Background: an optimization exercise with open tools, aiming at small area. Do not read the settings as production practice. Function was checked by simulation only, so behaviour that the tests miss may differ from the original. No activity file was given, so power comes from the tool's default toggle rates.

== try-tundra ==
## rseq
module rseq (
    input  wire         clk,
    input  wire         rst,
    input  wire         cmd_valid,
    output wire         cmd_ready,
    input  wire [71:0]  cmd_word,
    output wire         rsp_valid,
    input  wire         rsp_ready,
    output wire [7:0]   rsp_status,
    output wire [31:0]  rsp_result,
    output wire [127:0] rsp_text,
    output wire [4:0]   rsp_text_len,
    output wire [7:0]   rsp_err_step,
    output wire [7:0]   rsp_err_addr,
    output wire [7:0]   rsp_err_kind,
    output wire [15:0]  o_frequency,
    output wire [3:0]   o_volume,
    output wire         o_bass,
    output wire         o_mute,
    output wire         o_softmute,
    output wire         o_mono,
    output wire         o_rds,
    output wire         o_tuned,
    output wire         o_band,
    output wire [5:0]   o_rssi,
    output wire [1:0]   o_life,
    output wire         o_busy,
    output wire         tx_valid,
  ...
==> flow/config.mk <==
export PLATFORM = sky130hd
export DESIGN_NAME = rseq
export DESIGN_NICKNAME = rseq
export VERILOG_FILES = /design/flow/design.v
export SDC_FILE = /design/flow/constraint.sdc
export NUM_CORES = 4
export LEC_CHECK = 0
export CAP_MARGIN = 20
export CORE_MARGIN = 2
export CORE_UTILIZATION = 40
export CTS_BUF_LIST = sky130_fd_sc_hd__clkbuf_8
export PLACE_DENSITY = 0.6
export SLEW_MARGIN = 20
==> flow/constraint.sdc <==
create_clock -name core_clock -period 12.0 [get_ports {clk}]
set_input_delay 2.4000 -clock core_clock [delete_from_list [all_inputs] [get_ports {clk}]]
set_output_delay 2.4000 -clock core_clock [all_outputs]
set_load 0.01 [all_outputs]
standard.sh (not shown) runs the stock make flow with config.mk's settings and CLKGATE_MAP_FILE= SYNTH_SCRIPT=/design/flow/synth_recipe.tcl, a recipe that flattens the netlist after the stock synthesis.
==> flow/flow/run.sh <==
#!/bin/bash
# The standard layout (standard.sh: ORFS from synthesis through finish), with
# these changes:
#  - synthesis is synth_recipe.tcl with an area-oriented ABC script
#    (flow/synth_area.tcl, flow/area.abc), and adders left to ABC instead of
#    being mapped to full and half adder cells first. Registers are mapped
#    before either step, exactly as in the standard synthesis;
#  - every input and output port still gets its own buffer, but a buf_1
#    instead of the buffer that buffer_ports picks by default;
#  - constant outputs share tie cells instead of one tie cell per load.
# The make output goes to run.log in this folder; ORFS keeps each step's
# full tool log under orfs/logs/.
set -euo pipefail
here=$(pwd)
export FLOW_SYNTH_TCL=$here/synth_recipe.tcl
export BUFFER_PORTS_ARGS="-buffer_cell sky130_fd_sc_hd__buf_1"
export SKIP_REPAIR_TIE_FANOUT=1
export ADDER_MAP_FILE=
sed "s#SYNTH_SCRIPT=[^ ]*#SYNTH_SCRIPT=$here/flow/synth_area.tcl#" standard.sh > standard_area.sh
grep -q "SYNTH_SCRIPT=$here/flow/synth_area.tcl" standard_area.sh
bash standard_area.sh finish > run.log 2>&1
==> flow/flow/area.abc <==
strash
&get -n
&fraig -x
&put
scorr
dc2
dretime
strash
balance -l; resub -K 6 -l; rewrite -l; resub -K 6 -N 2 -l; refactor -l; resub -K 8 -l; balance -l; resub -K 8 -N 2 -l; rewrite -l; resub -K 10 -l; rewrite -z -l; resub -K 10 -N 2 -l; balance -l; resub -K 12 -l; refactor -z -l; resub -K 12 -N 2 -l; rewrite -z -l; balance -l
balance -l; resub -K 6 -l; rewrite -l; resub -K 6 -N 2 -l; refactor -l; resub -K 8 -l; balance -l; resub -K 8 -N 2 -l; rewrite -l; resub -K 10 -l; rewrite -z -l; resub -K 10 -N 2 -l; balance -l; resub -K 12 -l; refactor -z -l; resub -K 12 -N 2 -l; rewrite -z -l; balance -l
dch -f
amap -F 10 -A 10 -C 5000
topo
==> flow/flow/synth_area.tcl <==
# The standard flow's synthesis script (synth_recipe.tcl: ORFS synthesis without the fsm and
# share passes, flattened, function nets renamed), with one change: ABC maps the
# logic with an area-oriented script (area.abc beside this file) instead of
# ORFS's speed script. Registers are mapped before ABC runs, so they come out
# as in the standard synthesis.
set area_abc_script [file join [file dirname [info script]] area.abc]
proc abc {args} {
  set i [lsearch -exact $args -script]
  if {$i >= 0} {
    set args [lreplace $args $i [expr {$i + 1}]]
  }
  set i [lsearch -exact $args -D]
  if {$i >= 0} {
    set args [lreplace $args $i [expr {$i + 1}]]
  }
  yosys abc -script $::area_abc_script {*}$args
}
source $::env(FLOW_SYNTH_TCL)
try-tundra finished end to end and its layout was clean on timing, DRC and antenna.
The inputs of try-yarrow differ from those of try-tundra as listed below.
==> flow/flow/run.sh <==
#!/bin/bash
# The standard layout (standard.sh: ORFS synthesis through finish, unchanged
# scripts), with three settings changed:
#  - every input and output port still gets its own buffer, but a buf_1
#    instead of the buffer that buffer_ports picks by default;
#  - constant outputs share tie cells instead of one tie cell per load;
#  - synthesis leaves adders to ABC instead of mapping them to full and
#    half adder cells first (registers are mapped as in the standard
#    synthesis; that step comes after this one).
# The make output goes to run.log in this folder; ORFS keeps each step's
# full tool log under orfs/logs/.
set -euo pipefail
export BUFFER_PORTS_ARGS="-buffer_cell sky130_fd_sc_hd__buf_1"
export SKIP_REPAIR_TIE_FANOUT=1
export ADDER_MAP_FILE=
bash standard.sh finish > run.log 2>&1
removed: flow/flow/area.abc
removed: flow/flow/synth_area.tcl
## What came out
try-yarrow: no failed stages, no open violations at the end
In try-yarrow, power is lower than in try-tundra.
try-yarrow vs try-tundra: xor/xnor cell area share of the yosys netlist up in try-yarrow
As far as clock-pin slew on the worst setup and hold paths is concerned, try-tundra and try-yarrow perform about the same.
> inputs changed (try-yarrow -> try-cedar)
Settings: CTS_BUF_LIST no longer set, was sky130_fd_sc_hd__clkbuf_8; GPL_TIMING_DRIVEN now 0, previously not set.
==> flow/flow/run.sh <==
#!/bin/bash
# The standard layout (standard.sh: ORFS from synthesis through finish), with
# these changes:
#  - synthesis is synth_recipe.tcl with an area-oriented ABC script
#    (flow/synth_area.tcl, flow/area.abc), and adders left to ABC instead of
#    being mapped to full and half adder cells first. Registers are mapped
#    before either step, exactly as in the standard synthesis;
#  - every input and output port still gets its own buffer, but a buf_1
#    instead of the buffer that buffer_ports picks by default;
#  - constant outputs share tie cells instead of one tie cell per load.
# The make output goes to run.log in this folder; ORFS keeps each step's
# full tool log under orfs/logs/.
set -euo pipefail
here=$(pwd)
export FLOW_SYNTH_TCL=$here/synth_recipe.tcl
export BUFFER_PORTS_ARGS="-buffer_cell sky130_fd_sc_hd__buf_1"
export SKIP_REPAIR_TIE_FANOUT=1
export ADDER_MAP_FILE=
export CTS_ARGS="-sink_clustering_enable -repair_clock_nets -dont_use_dummy_load -buf_list sky130_fd_sc_hd__clkbuf_8"
sed "s#SYNTH_SCRIPT=[^ ]*#SYNTH_SCRIPT=$here/flow/synth_area.tcl#" standard.sh > standard_area.sh
grep -q "SYNTH_SCRIPT=$here/flow/synth_area.tcl" standard_area.sh
bash standard_area.sh finish > run.log 2>&1
==> flow/flow/area.abc (new file) <==
strash
&get -n
&fraig -x
&put
scorr
dc2
dretime
strash
balance -l; resub -K 6 -l; rewrite -l; resub -K 6 -N 2 -l; refactor -l; resub -K 8 -l; balance -l; resub -K 8 -N 2 -l; rewrite -l; resub -K 10 -l; rewrite -z -l; resub -K 10 -N 2 -l; balance -l; resub -K 12 -l; refactor -z -l; resub -K 12 -N 2 -l; rewrite -z -l; balance -l
balance -l; resub -K 6 -l; rewrite -l; resub -K 6 -N 2 -l; refactor -l; resub -K 8 -l; balance -l; resub -K 8 -N 2 -l; rewrite -l; resub -K 10 -l; rewrite -z -l; resub -K 10 -N 2 -l; balance -l; resub -K 12 -l; refactor -z -l; resub -K 12 -N 2 -l; rewrite -z -l; balance -l
dch -f
amap -F 10 -A 10 -C 5000
topo
==> flow/flow/synth_area.tcl (new file) <==
# The standard flow's synthesis script (synth_recipe.tcl: ORFS synthesis without the fsm and
# share passes, flattened, function nets renamed), with one change: ABC maps the
# logic with an area-oriented script (area.abc beside this file) instead of
# ORFS's speed script. Registers are mapped before ABC runs, so they come out
# as in the standard synthesis.
set area_abc_script [file join [file dirname [info script]] area.abc]
proc abc {args} {
  set i [lsearch -exact $args -script]
  if {$i >= 0} {
    set args [lreplace $args $i [expr {$i + 1}]]
  }
  set i [lsearch -exact $args -D]
  if {$i >= 0} {
    set args [lreplace $args $i [expr {$i + 1}]]
  }
  yosys abc -script $::area_abc_script {*}$args
}
source $::env(FLOW_SYNTH_TCL)
Results
try-cedar against try-yarrow; via count is down by a few percent. Portion of the layout cell area used by non-clock buffers in try-cedar is 14 points above try-yarrow. try-cedar reports a lower proportion of power drawn by the clock network than try-yarrow does. try-yarrow → try-cedar: placed instance area down 110 um2, final HPWL from detailed placement saw a decrease.

---

rseq, a different RTL version from the one above (not shown whole).
Size: ~960 cells after synthesis, roughly 75 flip-flops, ~6700 µm² of cells after synthesis.
clock: 12.0 ns
lec_check: 0
cap_margin: 0
core_margin: 2
core_utilization: 70
place_density: 0.8
slew_margin: 0
==> flow/flow/run.sh <==
#!/bin/bash
# The standard layout (standard.sh: ORFS from synthesis through finish), with
# these changes:
#  - synthesis is synth_recipe.tcl with an area-oriented ABC script
#    (flow/synth_area.tcl, flow/area.abc), and adders left to ABC instead of
#    being mapped to full and half adder cells first. Registers are mapped
#    before either step, exactly as in the standard synthesis;
#  - every input and output port still gets its own buffer, but a buf_1
#    instead of the buffer that buffer_ports picks by default;
#  - constant outputs share tie cells instead of one tie cell per load;
#  - clock tree synthesis uses clkbuf_8 buffers and adds no dummy loads.
# The make output goes to run.log in this folder; ORFS keeps each step's
# full tool log under orfs/logs/.
set -euo pipefail
here=$(pwd)
export FLOW_SYNTH_TCL=$here/synth_recipe.tcl
export BUFFER_PORTS_ARGS="-buffer_cell sky130_fd_sc_hd__buf_1"
export SKIP_REPAIR_TIE_FANOUT=1
export ADDER_MAP_FILE=
export CTS_ARGS="-sink_clustering_enable -repair_clock_nets -dont_use_dummy_load -buf_list sky130_fd_sc_hd__clkbuf_8"
sed "s#SYNTH_SCRIPT=[^ ]*#SYNTH_SCRIPT=$here/flow/synth_area.tcl#" standard.sh > standard_area.sh
grep -q "SYNTH_SCRIPT=$here/flow/synth_area.tcl" standard_area.sh
bash standard_area.sh finish > run.log 2>&1
==> flow/flow/area.abc <==
strash
&get -n
&fraig -x
&put
scorr
dc2
dretime
strash
balance -l; resub -K 6 -l; rewrite -l; resub -K 6 -N 2 -l; refactor -l; resub -K 8 -l; balance -l; resub -K 8 -N 2 -l; rewrite -l; resub -K 10 -l; rewrite -z -l; resub -K 10 -N 2 -l; balance -l; resub -K 12 -l; refactor -z -l; resub -K 12 -N 2 -l; rewrite -z -l; balance -l
balance -l; resub -K 6 -l; rewrite -l; resub -K 6 -N 2 -l; refactor -l; resub -K 8 -l; balance -l; resub -K 8 -N 2 -l; rewrite -l; resub -K 10 -l; rewrite -z -l; resub -K 10 -N 2 -l; balance -l; resub -K 12 -l; refactor -z -l; resub -K 12 -N 2 -l; rewrite -z -l; balance -l
dch -f
amap -F 10 -A 10 -C 5000
topo
Other scripts of this flow, unchanged in this note and not shown: flow/flow/synth_area.tcl
The baseline failed in 3_2_place_iop, error PPL-0024.
Change:
--- a/flow/flow/run.sh
+++ b/flow/flow/run.sh
@@ -5 +5,2 @@
-#    (flow/synth_area.tcl, flow/area.abc), and adders left to ABC instead of
+#    (flow/synth_area.tcl, flow/area.abc: resynthesis, then
+#    &deepsyn for 20 s, then amap), and adders left to ABC instead of
--- a/flow/flow/area.abc
+++ b/flow/flow/area.abc
@@ -10,0 +11,3 @@
+&get -n
+&deepsyn -T 20
+&put
Settings changed: CORE_UTILIZATION 70 to 40, PLACE_DENSITY 0.8 to 0.6.
After rerunning: Now the flow produced a clean layout. Synthesized area shrinks by a few percent. Synthesized cell count shrinks by a few percent.
Change:
--- a/flow/flow/run.sh
+++ b/flow/flow/run.sh
@@ -21 +21 @@
-export CTS_ARGS="-sink_clustering_enable -repair_clock_nets -dont_use_dummy_load -buf_list sky130_fd_sc_hd__clkbuf_8"
+export CTS_ARGS="-sink_clustering_enable -repair_clock_nets -dont_use_dummy_load -buf_list sky130_fd_sc_hd__clkbuf_16 -sink_clustering_size 40 -sink_clustering_max_diameter 400"
Result: Total power rose by 14%. Clock power rose by 46%. Die area stays the same. Non-clock buffer count stays the same. Via count does not change.
Change:
--- a/flow/flow/run.sh
+++ b/flow/flow/run.sh
@@ -5,2 +5 @@
-#    (flow/synth_area.tcl, flow/area.abc: resynthesis, then
-#    &deepsyn for 20 s, then amap), and adders left to ABC instead of
+#    (flow/synth_area.tcl, flow/area.abc), and adders left to ABC instead of
@@ -21 +20 @@
-export CTS_ARGS="-sink_clustering_enable -repair_clock_nets -dont_use_dummy_load -buf_list sky130_fd_sc_hd__clkbuf_16 -sink_clustering_size 40 -sink_clustering_max_diameter 400"
+export CTS_ARGS="-sink_clustering_enable -repair_clock_nets -dont_use_dummy_load -buf_list sky130_fd_sc_hd__clkbuf_8"
=>
- The new run completed without violations
- hold slack is better by 0.0040 ns
- via count is unchanged
- cell area is lower by 1.5%
- wire length barely changes
- sequential share of layout area rises by 0.43 points
- area after synthesis stays the same
- setup slack gets better by 0.066 ns

## afterwards: timing with drivers on the ports
No port has a modelled driver above. Below, the same layouts with a new extraction and two added sets of constraints. Step 1 assumes that a clkbuf_16 drives the clock port and a buf_2 every other input. Step 2 moves the port delays by t, midway between the first and last clock arrival at a register: inputs arrive t later, outputs are due t later. That takes back most of the time a late clock gives input paths. Three values: ideal, step 1, step 2; two values: the first two.
run | t (ns) | setup slack, ns | cell pins on the clock port's net
try-tundra | 0.410 | 5.286 / 5.249 / 5.127 | 1
try-yarrow | 0.426 | 5.945 / 5.904 / 6.331 | 1
try-cedar | 0.402 | 4.946 / 4.907 / 4.807 | 1
the second run of note 2 | 0.379 | 4.946 / 4.914 / 5.174 | 1
the third run of note 2 | 0.364 | 4.880 / 4.842 / 5.127 | 1
the fourth run of note 2 | 0.379 | 4.946 / 4.914 / 5.174 | 1
After both steps setup and hold are still met in every run listed. The setup slack of try-tundra, which loses most, moves by -0.037 ns with the drivers and by -0.159 ns with both steps.
